Background: an optimization exercise with open tools, aiming at small area and a short achievable clock period. Do not read the settings as production practice.
No functional check of the RTL was part of any run shown here.
Power figures rest on the tool's default switching activity, not on a simulated workload.

$ cat flow/design.v
module proto_rx (
    input  wire         clk,
    input  wire         rst,             
    input  wire         rx_valid,
    input  wire [7:0]   rx_byte,
    input  wire         sync_wait,       
    output reg          frame_valid,
    output reg  [1:0]   frame_status,    
    output wire [15:0]  frame_len,
    output wire [15:0]  frame_rid,
    output wire [15:0]  frame_sid,
    output wire [15:0]  frame_cmd,
    output wire [15:0]  frame_seq,
    output reg          ev_valid,
    output reg  [2:0]   ev_code,         
    output reg  [119:0] ev_data,
    output reg          diag_valid,
    output reg          diag_stale,
    output reg          diag_large,
    output wire [15:0]  diag_diff,
    output reg  [15:0]  expected_next,
    output reg  [31:0]  missing_count
);
    localparam [7:0]  START_BYTE = 8'hAA;
    localparam [7:0]  TOK_HI     = 8'hAB;
    localparam [7:0]  TOK_LO     = 8'hCD;
    localparam [2:0] S_LH = 3'd4,    
                     S_LL = 3'd5,    
                     S_BD = 3'd6;    
    function [15:0] crc_step(input [15:0] c, input [7:0] b);
        reg [15:0] x;
        integer j;
        begin
            x = c ^ {b, 8'h00};
            for (j = 0; j < 8; j = j + 1)
                x = x[15] ? ((x << 1) ^ 16'h1021) : (x << 1);
            crc_step = x;
        end
    endfunction
    reg  [2:0]   st;             
    reg  [15:0]  k;              
    reg          lst;            
    reg  [15:0]  len;
    reg  [15:0]  rid, sid, cmd, seq;
    reg  [15:0]  crc;            
    reg          t_ab, t_abcd, t_tail;   
    reg          tok45;          
    reg  [16:0]  dif;            
    integer i;
    wire        in_body   = (st == S_BD);
    wire        k_small   = (k[15:5] == 11'd0);
    wire [15:0] len_lo    = {len[15:8], rx_byte};
    wire        last_ll   = (st == S_LL) && (len_lo == 16'd0);
    wire        last_bd   = in_body && lst;
    wire        hdr       = rx_valid && in_body && k_small;
    wire        clr7      = (k[4:0] == 5'd7);
    wire [7:0]  wbus      = rx_byte & {8{~clr7}};    
    wire is_short   = (len < 16'd10);
    wire n_ge1      = (len >= 16'd11);
    wire n_ge6      = (len >= 16'd16);
    wire n_ge15     = (len >= 16'd25);
    wire c_ping     = (cmd == 16'h0001);
    wire c_snap     = (cmd == 16'h8002);
    wire c_ss       = (cmd == 16'h0003);
    wire c_ssack    = (cmd == 16'h8003);
    wire c_power    = (cmd == 16'h8100);
    wire c_play     = (cmd == 16'h8101);
    wire c_file     = (cmd == 16'h0200);
    wire c_config   = (cmd == 16'h0300);
    wire c_unknown  = !(c_ping | c_snap | c_ss | c_ssack | c_power | c_play | c_file | c_config);
    wire shortcut   = c_ss && n_ge6 && t_tail;
    wire stale      = dif[16] && dif[15] && !shortcut;
    wire crc_ok     = (crc[7:0] == 8'h00) && (crc[15:8] == rx_byte);
    wire dispatch   = !stale && crc_ok;
    wire trk_clear  = dispatch && ((c_ss && n_ge6 && tok45) || (c_ssack && sync_wait));
    wire ev_any     = (c_snap && n_ge15) || ((c_power || c_play) && n_ge1) ||
                      (c_ssack && sync_wait) || c_unknown;
    wire dif_nz     = (dif[15:0] != 16'd0);
    assign frame_len  = len;
    assign frame_rid  = rid;
    assign frame_sid  = sid;
    assign frame_cmd  = cmd;
    assign frame_seq  = seq;
    assign diag_diff  = dif[15:0];
    always @(posedge clk) begin
        dif        <= {1'b0, seq} - {1'b0, expected_next};
        diag_stale <= dif[16] & dif[15];
        diag_large <= !(dif[16] & dif[15]) && (dif[15:2] != 14'd0);
        ev_code    <= c_snap  ? 3'd4 :
                      c_power ? 3'd1 :
                      c_play  ? 3'd2 :
                      c_ssack ? 3'd5 : 3'd3;
        if (rx_valid) begin
            t_ab   <= (rx_byte == TOK_HI);
            t_abcd <= t_ab && (rx_byte == TOK_LO);
            t_tail <= t_abcd;
            case (st)
                S_LH: len[15:8] <= rx_byte;
                S_LL: len[7:0]  <= rx_byte;
                default: ;
            endcase
            if (st == S_LL) begin
                k   <= 16'd1;
                lst <= (len_lo == 16'd1);
                crc <= 16'd0;
            end else if (in_body) begin
                k   <= k + 16'd1;
                lst <= (k + 16'd1 == len);
                crc <= crc_step(crc, rx_byte);
            end
        end
        if (hdr) begin
            case (k[4:0])
                5'd1: rid[15:8] <= rx_byte;
                5'd2: rid[7:0]  <= rx_byte;
                5'd3: sid[15:8] <= rx_byte;
                5'd4: sid[7:0]  <= rx_byte;
                5'd5: cmd[15:8] <= rx_byte;
                5'd6: cmd[7:0]  <= rx_byte;
                5'd7: seq[15:8] <= rx_byte;
                5'd8: seq[7:0]  <= rx_byte;
                5'd14: tok45    <= t_ab && (rx_byte == TOK_LO);
                default: ;
            endcase
            for (i = 0; i < 13; i = i + 1)
                if (clr7 || (c_snap && k[4:0] == i + 9))
                    ev_data[119 - 8*i -: 8] <= wbus;
            if (clr7 || (c_snap && k[4:0] == 5'd22))
                ev_data[15:8] <= clr7 ? (c_unknown ? cmd[15:8] : 8'd0) : rx_byte;
            if (clr7 || (c_snap && k[4:0] == 5'd23) || (c_play && k[4:0] == 5'd9))
                ev_data[7:1] <= clr7 ? (c_unknown ? cmd[7:1] : 7'd0) : rx_byte[7:1];
            if (clr7 || (c_snap && k[4:0] == 5'd23) || ((c_play || c_power) && k[4:0] == 5'd9))
                ev_data[0] <= clr7 ? (c_unknown & cmd[0]) :
                              c_power ? (rx_byte != 8'd0) : rx_byte[0];
        end
        if (rst) begin
            st            <= 3'd0;
            expected_next <= 16'd0;
            missing_count <= 32'd0;
            frame_valid   <= 1'b0;
            ev_valid      <= 1'b0;
            diag_valid    <= 1'b0;
        end else begin
            frame_valid <= 1'b0;
            ev_valid    <= 1'b0;
            diag_valid  <= 1'b0;
            if (rx_valid) begin
                if (!st[2]) begin
                    if (rx_byte == START_BYTE)
                        st <= st + 3'd1;         
                    else
                        st <= 3'd0;
                end else if (st == S_LH) begin
                    st <= S_LL;
                end else if (last_ll || last_bd) begin
                    st <= 3'd0;
                end else begin
                    st <= S_BD;
                end
                if (last_ll) begin
                    frame_valid  <= 1'b1;
                    frame_status <= 2'd1;
                end else if (last_bd) begin
                    frame_valid <= 1'b1;
                    if (is_short) begin
                        frame_status <= 2'd1;
                    end else begin
                        frame_status <= stale ? 2'd2 : crc_ok ? 2'd0 : 2'd3;
                        diag_valid   <= !shortcut && dif_nz;
                        ev_valid     <= dispatch && ev_any;
                        if (trk_clear || shortcut)
                            expected_next <= 16'd0;
                        else if (!stale)
                            expected_next <= seq + 16'd1;
                        if (trk_clear)
                            missing_count <= 32'd0;
                        else if (!stale && !shortcut)
                            missing_count <= missing_count + {16'd0, dif[15:0]};
                    end
                end
            end
        end
    end
endmodule
$ cat flow/run.sh
#!/bin/bash
# synth_recipe.tcl (not shown) runs the flow's synth.tcl, then flattens the netlist and writes it again
# the make line also repeats each setting of config.mk as NAME=value (left out here)
make -C /OpenROAD-flow-scripts/flow DESIGN_CONFIG=/design/flow/config.mk WORK_HOME=/design/flow/orfs CLKGATE_MAP_FILE= SYNTH_SCRIPT=/design/flow/synth_recipe.tcl finish
$ cat flow/config.mk
export PLATFORM = sky130hd
export DESIGN_NAME = proto_rx
export DESIGN_NICKNAME = proto_rx
export VERILOG_FILES = /design/flow/design.v
export SDC_FILE = /design/flow/constraint.sdc
export NUM_CORES = 4
export LEC_CHECK = 0
export CAP_MARGIN = 20
export CORE_MARGIN = 2
export CORE_UTILIZATION = 40
export SLEW_MARGIN = 20
$ cat flow/constraint.sdc
create_clock -name core_clock -period 8.0 [get_ports {clk}]
set_input_delay 1.6000 -clock core_clock [delete_from_list [all_inputs] [get_ports {clk}]]
set_output_delay 1.6000 -clock core_clock [all_outputs]
set_load 0.01 [all_outputs]
==> flow_summary.json, run 1 <==
{
  "synth-seq-cells": 315,
  "vias_per_cell": 5.251,
  "post_cts_buffers": 0,
  "finish.utilization_pct": 53.87,
  "coreArea_sq_um": 33530,
  "wl_per_cell_microns": 20.72,
  "p_int_uw": 2765,
  "n_antenna_cell": 0,
  "critical_path_arrival_ns": 5.34,
  "grt_antenna_before_repair": 1,
  "clock_latency_ns": 0.52,
  "slew_viol_final": 0,
  "clkSinkCount": 315,
  "ys_types": 68,
  "tns_ns": 0,
  "cp-end-kind": "flop",
  "worstRegToRegCells": 9,
  "hold_buffers": 0,
  "synth_edf_count": 239,
  "groute.usage.overall_pct": 21.15,
  "comb_power_share_pct": 1.9,
  "die_h_microns": 188.5,
  "p_seq_share_pct": 50.9,
  "fmax_mhz": 204.4,
  "switching_share_pct": 19.98,
  "post_cts_resized": 0,
  "reg2reg_to": "missing_count[24]$_SDFFE_PP0P_",
  "r2r_slack_ns": 4.14,
  "die_area_sq_um": 35540,
  "cap_violations": 0,
  "finalNetCount": 1419,
  "dr_total_vias": 9641,
  "p_per_area_nw_per_um2": 191.2,
  "p_leak_uw": 0.006189,
  "yosysWarnings": 1,
  "hpwl_microns": 27450,
  "drive_gt1_share_pct": 6.556,
  "htreeDepth": 2,
  "cp-start-kind": "input port",
  "clkPwrFrac_pct": 47.2,
  "ys_seq_area_share_pct": 63.87,
  "critPathKind": "in2reg",
  "grt_max_degree": 48,
  "clk_path_buf_depth": 3,
  "status": "finished clean",
  "p_switching_uw": 690.1,
  "drt_iter0_markers": 583,
  "rsz0062_at_grt": "no",
  "gp_congestion": 0.8943,
  "wirelength_microns": 38050,
  "synth_nets": 1128,
  "period_share_pct": 61.16,
  "cts_tree": "yes",
  "ios": 286,
  "port_buffers": 285,
  "n_fill_cell": 2862,
  "clk_pin_slew_ns": 0.05,
  "tightest_slew_ns": 1.043,
  "root_buffer": "clkbuf_16",
  "async_flop_share_pct": 0,
  "synth_ff_type": "edfxtp_1",
  "finalHoldViolCount": 0,
  "setup_viol": 0,
  "die_x_microns": 188.5,
  "max-vdd-ir-drop_mv": 0.1278,
  "initial_core_util_pct": 40.61,
  "grt_pass1_wl_microns": 57550,
  "required_ns": 8.44,
  "slew_headroom_pct": 30.45,
  "cts_buffers": 36,
  "crit_path_end": "missing_count[13]$_SDFFE_PP0P_",
  "hold_path_class": "reg2reg",
  "grt-ovfl-total": 0,
  "grt_pass1_vias": 9442,
  "synth.cell_area_sq_um": 13620,
  "layout_min_cycle_time_ns": 4.893,
  "synth_cells": 1072,
  "rr_startpoint": "dif[0]$_DFF_P_",
  "syn2layout_area_growth_pct": 32.64,
  "final_antenna_net_count": 0,
  "core.rowCount": 67,
  "hold_depth": 0,
  "route.detailed.drc": 0,
  "firstDrtPassIters": 5,
  "fin_worst_skew_ns": 0.01951,
  "worstSetupStartpoint": "rx_byte[2]",
  "crit_fanout": 17,
  "syn-mean-instance-area_sq_um": 12.70
}
## cell type report
cell class	count	area (sq um)	area share (%)
tap	448	560.5	3.103
multi-input combinational	665	4493	24.87
timing repair buffer	301	2973	16.46
clock buffer	48	1018	5.638
sequential	315	8698	48.15
inverter	44	165.2	0.9143
clock inverter	15	155.1	0.8589
## flip-flops by register name, indices dropped and copies added, names as in the netlist, 2 cells and up
name and flops:
ev_data 120, missing_count 32, dif 17, cmd 16
crc 16, expected_next 16, k 16, len 16
rid 16, seq 16, sid 16, ev_code 3
st 3, frame_status 2
## worst min path at each step
stage,start,endpoint,slack [ns]
after CTS,t_abcd$_DFFE_PP_,t_tail$_DFFE_PP_,0.43
after global placement,t_abcd$_DFFE_PP_,t_tail$_DFFE_PP_,0.41
after floorplan,t_abcd$_DFFE_PP_,t_tail$_DFFE_PP_,0.40
after global routing,t_abcd$_DFFE_PP_,t_tail$_DFFE_PP_,0.44
after detailed placement,t_abcd$_DFFE_PP_,t_tail$_DFFE_PP_,0.41
final,t_abcd$_DFFE_PP_,t_tail$_DFFE_PP_,0.43
## worst max-delay path, stage by stage
cell and delay (ns):
clkdlybuf4s50_1 0.81, xnor2_1 0.49, nand4_1 0.13, nor3_1 0.62, nand3_1 0.27, a211oi_4 0.72
buf_4 0.32, nor4b_2 0.21, a311o_1 0.14
## metal layers
layer,global-route usage [%],wire (microns),up-vias
li1,-,-,4553
met1,28.53,16440,4729
met2,34.60,18390,300
met3,3.781,2197,59
met4,7.001,1028,0
met5,0,0,-
## Yosys cell counts, types with 3 or more instances
library cell	number	share of area, %
o211ai_1	5	0.28
and3_1	14	0.64
or2_2	8	0.37
buf_2	4	0.15
xor2_1	25	1.6
nor2_1	82	2.3
and2_1	11	0.51
a21oi_1	53	1.9
nand2_1	84	2.3
edfxtp_1	239	53
xnor2_1	55	3.5
nor4_1	11	0.51
a31oi_1	6	0.28
dfxtp_1	76	11
buf_4	20	1.1
a311o_1	3	0.22
o21ai_0	23	0.85
a21o_1	13	0.72
clkbuf_1	22	0.61
mux2i_1	5	0.37
o31ai_1	16	0.88
o31a_1	4	0.26
a22oi_1	26	1.4
nand4_1	10	0.46
inv_1	44	1.2
and4_1	7	0.45
nand3_1	32	1.2
ha_1	42	3.9
o21a_1	6	0.33
nor3b_1	4	0.22
nor2b_1	12	0.55
nor3_1	22	0.81
or4_1	16	0.88
nand2b_1	6	0.28
o21bai_1	4	0.22
nor4b_1	7	0.45
a211oi_1	8	0.44
or3_1	6	0.28
## power groups by stage
stage | clock network [uW] | logic [uW] | registers [uW]
detailed placement | 0 | 66.0 | 1790
CTS | 1660 | 66.7 | 1760
finish | 1630 | 66.0 | 1760
global placement | 0 | 64.9 | 1790
floorplan | 0 | 30.4 | 1790
global route | 1730 | 72.5 | 1760
## cells by family after synthesis
family | count (synthesis) | share of synthesized area (%)
buf+inv | 92 | 3.234
mux | 5 | 0.3675
simple gates | 347 | 13.31
flops | 315 | 63.87
xor+xnor | 83 | 5.660
compound gates | 186 | 9.399
fa+ha+maj | 44 | 4.153
## through the flow
step / hold slack, ns / instances / cell area (sq um) / setup WS [ns] / power, uW
final: 0.4273 / 1836 / 18060 / 3.107 / 3455
after global routing: 0.4428 / 1836 / 18060 / 2.915 / 3558
after CTS: 0.4306 / 1836 / 18060 / 3.178 / 3485
after detailed placement: 0.4122 / 1773 / 16890 / 2.673 / 1858
after global placement: 0.4136 / 1773 / 16880 / 2.826 / 1857
after floorplan: 0.4003 / 1072 / 13620 / 4.202 / 1822
## cell usage in the layout (no fill, tap or decap), types with 16 or more instances in the layout
master	count
dfxtp_1	76
nand2_1	84
clkdlybuf4s50_1	285
nor2_1	80
ha_1	42
or4_1	16
o31ai_1	16
buf_4	16
a21oi_1	52
inv_1	44
clkbuf_16	38
xnor2_1	55
a22oi_1	26
xor2_1	25
nand3_1	32
o21ai_0	22
edfxtp_1	239
nor3_1	22
==> run 2, diff against run 1 <==
--- a/flow/design.v
+++ b/flow/design.v
@@ -39,7 +39,6 @@
     endfunction
     reg  [2:0]   st;             
     reg  [15:0]  k;              
-    reg          lst;            
     reg  [15:0]  len;
     reg  [15:0]  rid, sid, cmd, seq;
     reg  [15:0]  crc;            
@@ -51,7 +50,7 @@
     wire        k_small   = (k[15:5] == 11'd0);
     wire [15:0] len_lo    = {len[15:8], rx_byte};
     wire        last_ll   = (st == S_LL) && (len_lo == 16'd0);
-    wire        last_bd   = in_body && lst;
+    wire        last_bd   = in_body && (k == len);
     wire        hdr       = rx_valid && in_body && k_small;
     wire        clr7      = (k[4:0] == 5'd7);
     wire [7:0]  wbus      = rx_byte & {8{~clr7}};    
@@ -86,6 +85,8 @@
         dif        <= {1'b0, seq} - {1'b0, expected_next};
         diag_stale <= dif[16] & dif[15];
         diag_large <= !(dif[16] & dif[15]) && (dif[15:2] != 14'd0);
+        frame_status <= (st == S_LL || is_short) ? 2'd1 :
+                        stale ? 2'd2 : crc_ok ? 2'd0 : 2'd3;
         ev_code    <= c_snap  ? 3'd4 :
                       c_power ? 3'd1 :
                       c_play  ? 3'd2 :
@@ -101,11 +102,9 @@
             endcase
             if (st == S_LL) begin
                 k   <= 16'd1;
-                lst <= (len_lo == 16'd1);
                 crc <= 16'd0;
             end else if (in_body) begin
                 k   <= k + 16'd1;
-                lst <= (k + 16'd1 == len);
                 crc <= crc_step(crc, rx_byte);
             end
         end
@@ -159,13 +158,9 @@
                 end
                 if (last_ll) begin
                     frame_valid  <= 1'b1;
-                    frame_status <= 2'd1;
                 end else if (last_bd) begin
                     frame_valid <= 1'b1;
-                    if (is_short) begin
-                        frame_status <= 2'd1;
-                    end else begin
-                        frame_status <= stale ? 2'd2 : crc_ok ? 2'd0 : 2'd3;
+                    if (!is_short) begin
                         diag_valid   <= !shortcut && dif_nz;
                         ev_valid     <= dispatch && ev_any;
                         if (trk_clear || shortcut)
==> flow/flow/run.sh (new file) <==
#!/bin/bash
# The standard layout, with the port buffers made from the smallest plain buffer.
set -euo pipefail
export BUFFER_PORTS_ARGS="-buffer_cell sky130_fd_sc_hd__buf_1"
bash standard.sh > standard.log 2>&1
==> flow/standard.sh (new file) <==
#!/bin/bash
# synth_recipe.tcl (not shown) runs the flow's synth.tcl, then flattens the netlist and writes it again
# the make line also repeats each setting of config.mk as NAME=value (left out here)
make -C /OpenROAD-flow-scripts/flow DESIGN_CONFIG=/design/flow/config.mk WORK_HOME=/design/flow/orfs CLKGATE_MAP_FILE= SYNTH_SCRIPT=/design/flow/synth_recipe.tcl "${@:-finish}"
--- a/flow/config.mk
+++ b/flow/config.mk
@@ -7,5 +7,6 @@
 export LEC_CHECK = 0
 export CAP_MARGIN = 20
 export CORE_MARGIN = 2
-export CORE_UTILIZATION = 40
+export CORE_UTILIZATION = 60
+export CTS_BUF_LIST = sky130_fd_sc_hd__clkbuf_4 sky130_fd_sc_hd__clkbuf_8
 export SLEW_MARGIN = 20
removed: flow/run.sh
==> flow_summary.json, run 2 <==
{
  "setup_ws_ns": 3.666,
  "ios": 286,
  "synth.top_cells.by_count": "edfxtp_1 (236), nand2_1 (125), nor2_1 (90)",
  "gp_congestion": 0.8850,
  "yosys-top-cells-area": "edfxtp_1 (52%), dfxtp_1 (12%), ha_1 (3.9%)",
  "n_antenna_cell": 0,
  "synth.cell_area_sq_um": 13510,
  "switching_share_pct": 20.99,
  "hold_slack_ns": 0.4377,
  "yosysWarnings": 1,
  "p_int_uw": 2556,
  "clk_path_buf_depth": 3,
  "grt-ovfl-total": 0,
  "tightest_slew_ns": 1.063,
  "multi_input_area_sq_um": 4477,
  "final_cell_mix": "buf_1 (284), edfxtp_1 (236), nand2_1 (125)",
  "hold_buffers": 0,
  "p_per_area_nw_per_um2": 203.6,
  "critical_path_arrival_ns": 4.81,
  "root_buffer": "clkbuf_8",
  "core.rowCount": 54,
  "max-vdd-ir-drop_mv": 0.2072,
  "ff_latch_area_sq_um": 8648,
  "drt_iter0_markers": 689,
  "synth_most_common_cell": "edfxtp_1",
  "firstDrtPassIters": 5,
  "cp-start-kind": "input port",
  "finalHoldViolCount": 0,
  "port_buffers": 285,
  "die_x_microns": 154.0,
  "largest_register": "ev_data",
  "async_flop_share_pct": 0,
  "synth_edf_count": 236,
  "route.detailed.drc": 0,
  "synth_ff_type": "edfxtp_1",
  "p_leak_uw": 0.005391,
  "synth_top_area_share_pct": 52.47,
  "initial_core_util_pct": 61.51,
  "synth_cells": 1106,
  "die_area_sq_um": 23730,
  "cp-end-kind": "flop",
  "syn2layout_area_growth_pct": 17.61,
  "cap_violations": 0,
  "drive_gt1_share_pct": 8.854,
  "synth_nets": 1162,
  "period_share_pct": 54.18,
  "required_ns": 8.47,
  "grt_pass1_wl_microns": 52670,
  "largest_reg_flops": 120,
  "ys_types": 65,
  "ys_seq_area_share_pct": 64.03,
  "critPathKind": "in2reg",
  "p_seq_share_pct": 54.1,
  "cts_buffers": 50,
  "vias_per_cell": 5.610,
  "p_switching_uw": 679.0,
  "synth-seq-cells": 314,
  "layout_min_cycle_time_ns": 4.334,
  "setup_viol": 0,
  "layout_commonest_cell": "buf_1",
  "grt_antenna_before_repair": 0,
  "grt_pass1_vias": 9400,
  "fin_worst_skew_ns": 0.03849,
  "rsz0062_at_grt": "no",
  "die_h_microns": 154.0,
  "dr_total_vias": 9745,
  "cts_tree": "yes",
  "final_antenna_net_count": 0,
  "status": "finished clean",
  "slew_viol_final": 0,
  "dpl_cell_area_sq_um": 14830,
  "n_fill_cell": 1616,
  "post_cts_buffers": 0,
  "syn-mean-instance-area_sq_um": 12.21,
  "clock_latency_ns": 0.58,
  "clkPwrFrac_pct": 44.1,
  "stdcell_area_sq_um": 15890,
  "hold_path_class": "reg2reg",
  "reg_top3": "ev_data (120), missing_count (32), dif (17)",
  "grt_max_degree": 43,
  "htreeDepth": 2,
  "groute.usage.overall_pct": 28.80,
  "crit_fanout": 42,
  "wl_per_cell_microns": 19.91,
  "clk_pin_slew_ns": 0.06,
  "comb_power_share_pct": 1.8,
  "synth_top_area_cell": "edfxtp_1",
  "clkSinkCount": 314,
  "wirelength_microns": 34590,
  "pre_cts_slack_ns": 3.149,
  "post_cts_resized": 0,
  "fmax_mhz": 230.7,
  "tns_ns": 0,
  "slew_headroom_pct": 28.47,
  "finalNetCount": 1471,
  "coreArea_sq_um": 21960,
  "hpwl_microns": 24670
}
[run 2: cell count changes after synthesis, moves of 5 or more]
cell     change
nand2_1     +41
a22oi_1     -23
a21oi_1     +19
or4_1       -14
nor4_1      +13
o31ai_1     -11
nand3_1      -9
nor2_1       +8
o21ai_0      +7
or3_1        +6
and4_1       -5
nand4_1      +5
xor2_1       +5
[run 2: cell families after synthesis]
logic type	count (synthesis)	share of synthesized area, %
and+or+nand+nor	397	14.81
AOI/OAI and AO/OA	169	7.819
adders and majority gates	44	4.187
xor gates and xnor gates	91	6.068
DFF	314	64.03
buffers and inverters	89	2.937
muxes	2	0.1482
[run 2: worst paths after layout]
| kind | cells after the start | from | endpoint | slack (ns) |
|---|---|---|---|---|
| worst min register to register | 0 | t_abcd$_DFFE_PP_ | t_tail$_DFFE_PP_ | 0.44 |
| worst max register to register | 9 | k[13]$_SDFFCE_PN0P_ | expected_next[2]$_SDFFE_PP0P_ | 4.45 |
| worst max-delay path | 10 | rx_byte[4] | expected_next[2]$_SDFFE_PP0P_ | 3.67 |
| worst min-delay path | 0 | t_abcd$_DFFE_PP_ | t_tail$_DFFE_PP_ | 0.44 |
[run 2: critical path, cell delays in order]
cell,delay (ns)
buf_1,0.62
xnor2_1,0.32
nand4_1,0.13
or3_1,0.45
o31ai_4,0.34
nand2_1,0.08
buf_4,0.29
nor2_2,0.63
nand2_1,0.13
a21oi_1,0.21
[run 2: power by group through the flow]
| stage | combinational, uW | sequential, uW | clock (uW) |
|---|---|---|---|
| after floorplan | 29.2 | 1780 | 0 |
| after global placement | 57.9 | 1780 | 0 |
| after detailed placement | 58.7 | 1780 | 0 |
| after CTS | 59.1 | 1750 | 1450 |
| after global routing | 64.8 | 1750 | 1510 |
| final | 59.0 | 1750 | 1430 |
[run 2: metrics by stage]
stage          cells  power, uW  utilization [%]
2_1_floorplan   1106       1813                -
3_3_place_gp    1643       1842            67.49
3_5_place_dp    1643       1843            67.52
4_1_cts         1737       3257            72.34
5_1_grt         1737       3323            72.34
6_report        1737       3235            72.34
[run 2: final cells by class]
class / count / share of cell area, %
clock buffers: 67 / 5.332
well taps: 280 / 2.205
flip-flops and latches: 314 / 54.44
multi-input cells: 703 / 28.18
clock inverters: 27 / 1.323
inverters: 47 / 1.111
repair buffers: 299 / 7.404
[run 2: routing by layer]
layer	track usage, %	vias up	share of wire (%)
li1	-	4625	-
met1	37.17	4631	40
met2	46.83	397	48
met3	6.342	92	7.7
met4	13.53	0	4.5
met5	0	-	0
==> run 3, diff against run 2 <==
--- a/flow/config.mk
+++ b/flow/config.mk
@@ -9,4 +9,5 @@
 export CORE_MARGIN = 2
 export CORE_UTILIZATION = 60
 export CTS_BUF_LIST = sky130_fd_sc_hd__clkbuf_4 sky130_fd_sc_hd__clkbuf_8
+export SETUP_SLACK_MARGIN = 4.5
 export SLEW_MARGIN = 20
==> flow_summary.json, run 3 <==
{
  "status": "finished clean",
  "tightest_slew_ns": 0.9596,
  "grt_max_degree": 43,
  "grt_pass1_vias": 9411,
  "synth_top_area_cell": "edfxtp_1",
  "layout_min_cycle_time_ns": 3.475,
  "period_share_pct": 43.44,
  "final_antenna_net_count": 0,
  "synth_ff_type": "edfxtp_1",
  "synth_top_area_share_pct": 52.47,
  "yosys-top-cells-area": "edfxtp_1 (52%), dfxtp_1 (12%), ha_1 (3.9%)",
  "ys_types": 65,
  "finalHoldViolCount": 0,
  "clock_latency_ns": 0.59,
  "clk_pin_slew_ns": 0.07,
  "wl_per_cell_microns": 20.12,
  "required_ns": 8.49,
  "firstDrtPassIters": 8,
  "rr_startpoint": "dif[0]$_DFF_P_",
  "pre_cts_slack_ns": 3.104,
  "route.detailed.drc": 0,
  "r2r_slack_ns": 4.87,
  "max-vdd-ir-drop_mv": 0.2024,
  "fmax_mhz": 287.7,
  "n_fill_cell": 1532,
  "drt_iter0_markers": 823,
  "slew_headroom_pct": 35.44,
  "crit_path_max_incr_delay_ns": 0.45,
  "ys_seq_area_share_pct": 64.03,
  "initial_core_util_pct": 61.51,
  "die_x_microns": 154.0,
  "port_buffers": 285,
  "finalNetCount": 1492,
  "async_flop_share_pct": 0,
  "coreArea_sq_um": 21960,
  "gp_congestion": 0.9180,
  "grt_pass1_wl_microns": 53360,
  "synth_cells": 1106,
  "grt-ovfl-total": 0,
  "clk_path_buf_depth": 3,
  "rsz0062_at_grt": "yes",
  "largest_reg_flops": 120,
  "die_h_microns": 154.0,
  "synth-seq-cells": 314,
  "stdcell_area_sq_um": 16280,
  "synth.cell_area_sq_um": 13510,
  "critical_path_arrival_ns": 3.97,
  "synth_most_common_cell": "edfxtp_1",
  "clkSinkCount": 314,
  "dp.cells": 1640,
  "crit_fanout": 6,
  "cts_buffers": 50,
  "syn2layout_area_growth_pct": 20.50,
  "reg_top3": "ev_data (120), missing_count (32), dif (17)",
  "path_delay_family": "simple AND/OR/NAND/NOR gates",
  "dpl_cell_area_sq_um": 14880,
  "setup_viol": 0,
  "crit_cells": 10,
  "cap_violations": 0,
  "cp.buffers_inverters": 2,
  "setup_ws_ns": 4.525,
  "layoutNonFillerInstCount": 1755,
  "largest_register": "ev_data",
  "cp-end-kind": "flop",
  "final_cell_mix": "buf_1 (281), edfxtp_1 (236), nand2_1 (125)",
  "wirelength_microns": 35310,
  "n_antenna_cell": 0,
  "hpwl_microns": 25160,
  "root_buffer": "clkbuf_8",
  "worstSetupStartpoint": "rx_byte[6]",
  "tns_ns": 0,
  "critPathKind": "in2reg",
  "htreeDepth": 2,
  "cts_tree": "yes",
  "synth.top_cells.by_count": "edfxtp_1 (236), nand2_1 (125), nor2_1 (90)",
  "hold_start": "t_abcd$_DFFE_PP_",
  "hold_path_class": "reg2reg",
  "dr_total_vias": 10090,
  "synth_nets": 1162,
  "p_leak_uw": 0.005579,
  "vias_per_cell": 5.750,
  "die_area_sq_um": 23730,
  "worstRegToRegCells": 10,
  "drive_gt1_share_pct": 11.32,
  "yosysWarnings": 1,
  "p_per_area_nw_per_um2": 199.4,
  "ios": 286,
  "fin_worst_skew_ns": 0.03562,
  "crit_chain": "buf_1 -> buf_8 -> xnor2_4 -> nand4_1 -> or3_4 -> o31ai_4 -> nand4_4 -> or4_1 -> or3_1 -> a21oi_1",
  "finish.utilization_pct": 74.12,
  "hold_depth": 0,
  "slew_viol_final": 0,
  "layout_commonest_cell": "buf_1",
  "syn-mean-instance-area_sq_um": 12.21,
  "core.rowCount": 54,
  "grt_antenna_before_repair": 0,
  "cp-start-kind": "input port",
  "groute.usage.overall_pct": 29.09,
  "reg2reg_to": "missing_count[24]$_SDFFE_PP0P_",
  "cp_slowest_cell": "or4_1",
  "synth_edf_count": 236,
  "crit_path_end": "missing_count[31]$_SDFFE_PP0P_"
}
[run 3: cell count changes in the layout (fill, tap and decap cells not counted), moves of 5 or more]
cell      change
clkinv_2      -5
buf_6         +5
clkinv_1      -7
clkbuf_8     +10
xnor2_4       +6
buf_4        +15
xnor2_1       -5
[run 3: area by class of cell]
type                       instances  area, sq um  area share [%]
tap                              280        350.3           2.153
timing repair buffer             320         1389           8.533
inverter                          47        176.4           1.084
clock buffer                      80         1007           6.189
sequential                       314         8648           53.14
clock inverter                    11        73.82          0.4536
multi-input combinational        703         4631           28.45
[run 3: how the worst min path moves through the flow]
| stage | slack [ns] | end |
|---|---|---|
| 2_1_floorplan | 0.40 | t_tail$_DFFE_PP_ |
| 3_3_place_gp | 0.41 | t_tail$_DFFE_PP_ |
| 3_5_place_dp | 0.41 | t_tail$_DFFE_PP_ |
| 4_1_cts | 0.43 | t_tail$_DFFE_PP_ |
| 5_1_grt | 0.44 | t_tail$_DFFE_PP_ |
| 6_report | 0.43 | t_tail$_DFFE_PP_ |
[run 3: power breakdown]
part | total, uW | switching [uW] | internal (uW)
combinational | 69.8 | 47.3 | 22.5
clock | 1430 | 622 | 804
sequential | 1750 | 0.693 | 1750
[run 3: kinds of logic (layout without fill, tap and decap cells)]
| family | count (synthesis) | after routing | share of synthesized area, % |
|---|---|---|---|
| buffers and inverters | 89 | 458 | 2.937 |
| muxes | 2 | 2 | 0.1482 |
| DFF | 314 | 314 | 64.03 |
| xor gates and xnor gates | 91 | 91 | 6.068 |
| and+or+nand+nor | 397 | 397 | 14.81 |
| adders and majority gates | 44 | 44 | 4.187 |
| AOI/OAI and AO/OA | 169 | 169 | 7.819 |
[run 3: per-layer routing]
metal | part of all wire [%] | global-route usage [%] | wire length (microns)
met1 | 41 | 40.14 | 14480
met5 | 0 | 0 | 0
met2 | 47 | 46.32 | 16550
met3 | 9.4 | 6.201 | 3327
met4 | 2.7 | 10.06 | 958
[run 3: repair_timing]
action / CTS / global route
buffers inserted: 10 / 14
endpoints found under the hold margin: 0 / 0
pin swaps: 4 / 3
hold buffers: 0 / 0
endpoints found under the setup margin: 176 / 71
gates resized for setup: 21 / 10
[run 3: per-stage QoR]
step	power, uW	hold WS (ns)
final	3245	0.4270
after global routing	3335	0.4424
after CTS	3259	0.4267
after detailed placement	1845	0.4115
after global placement	1844	0.4089
after floorplan	1815	0.4003

[afterwards: timing with drivers on the ports]
No port has a modelled driver above. Below, the same layouts with a new extraction and two added sets of constraints.
Step 1, drivers: a clkbuf_16 drives clk and a buf_2 each remaining input, both assumed.
Step 2 times the ports against the registers' clock, not the clock port: input delays grow and output delays shrink by t, the midpoint of the rising clock arrivals with the driver on.
Three values: ideal, step 1, step 2; two values: the first two.
run	shift t [ns]	slack for setup (ns)	hold WS [ns]	worst setup path at the end	clock arrival spread, ns
run 1	0.560	3.107 / 3.134 / 2.574	0.427 / 0.427 / 0.427	input to register	0.020 / 0.019
run 2	0.607	3.666 / 3.682 / 3.075	0.438 / 0.438 / 0.438	input to register	0.039 / 0.039
run 3	0.618	4.525 / 4.551 / 3.933	0.427 / 0.427 / 0.427	input to register	0.040 / 0.040
After both steps every run listed still meets setup and hold. The setup slack of run 3, which loses most, moves by +0.026 ns with the drivers and by -0.592 ns with both steps.
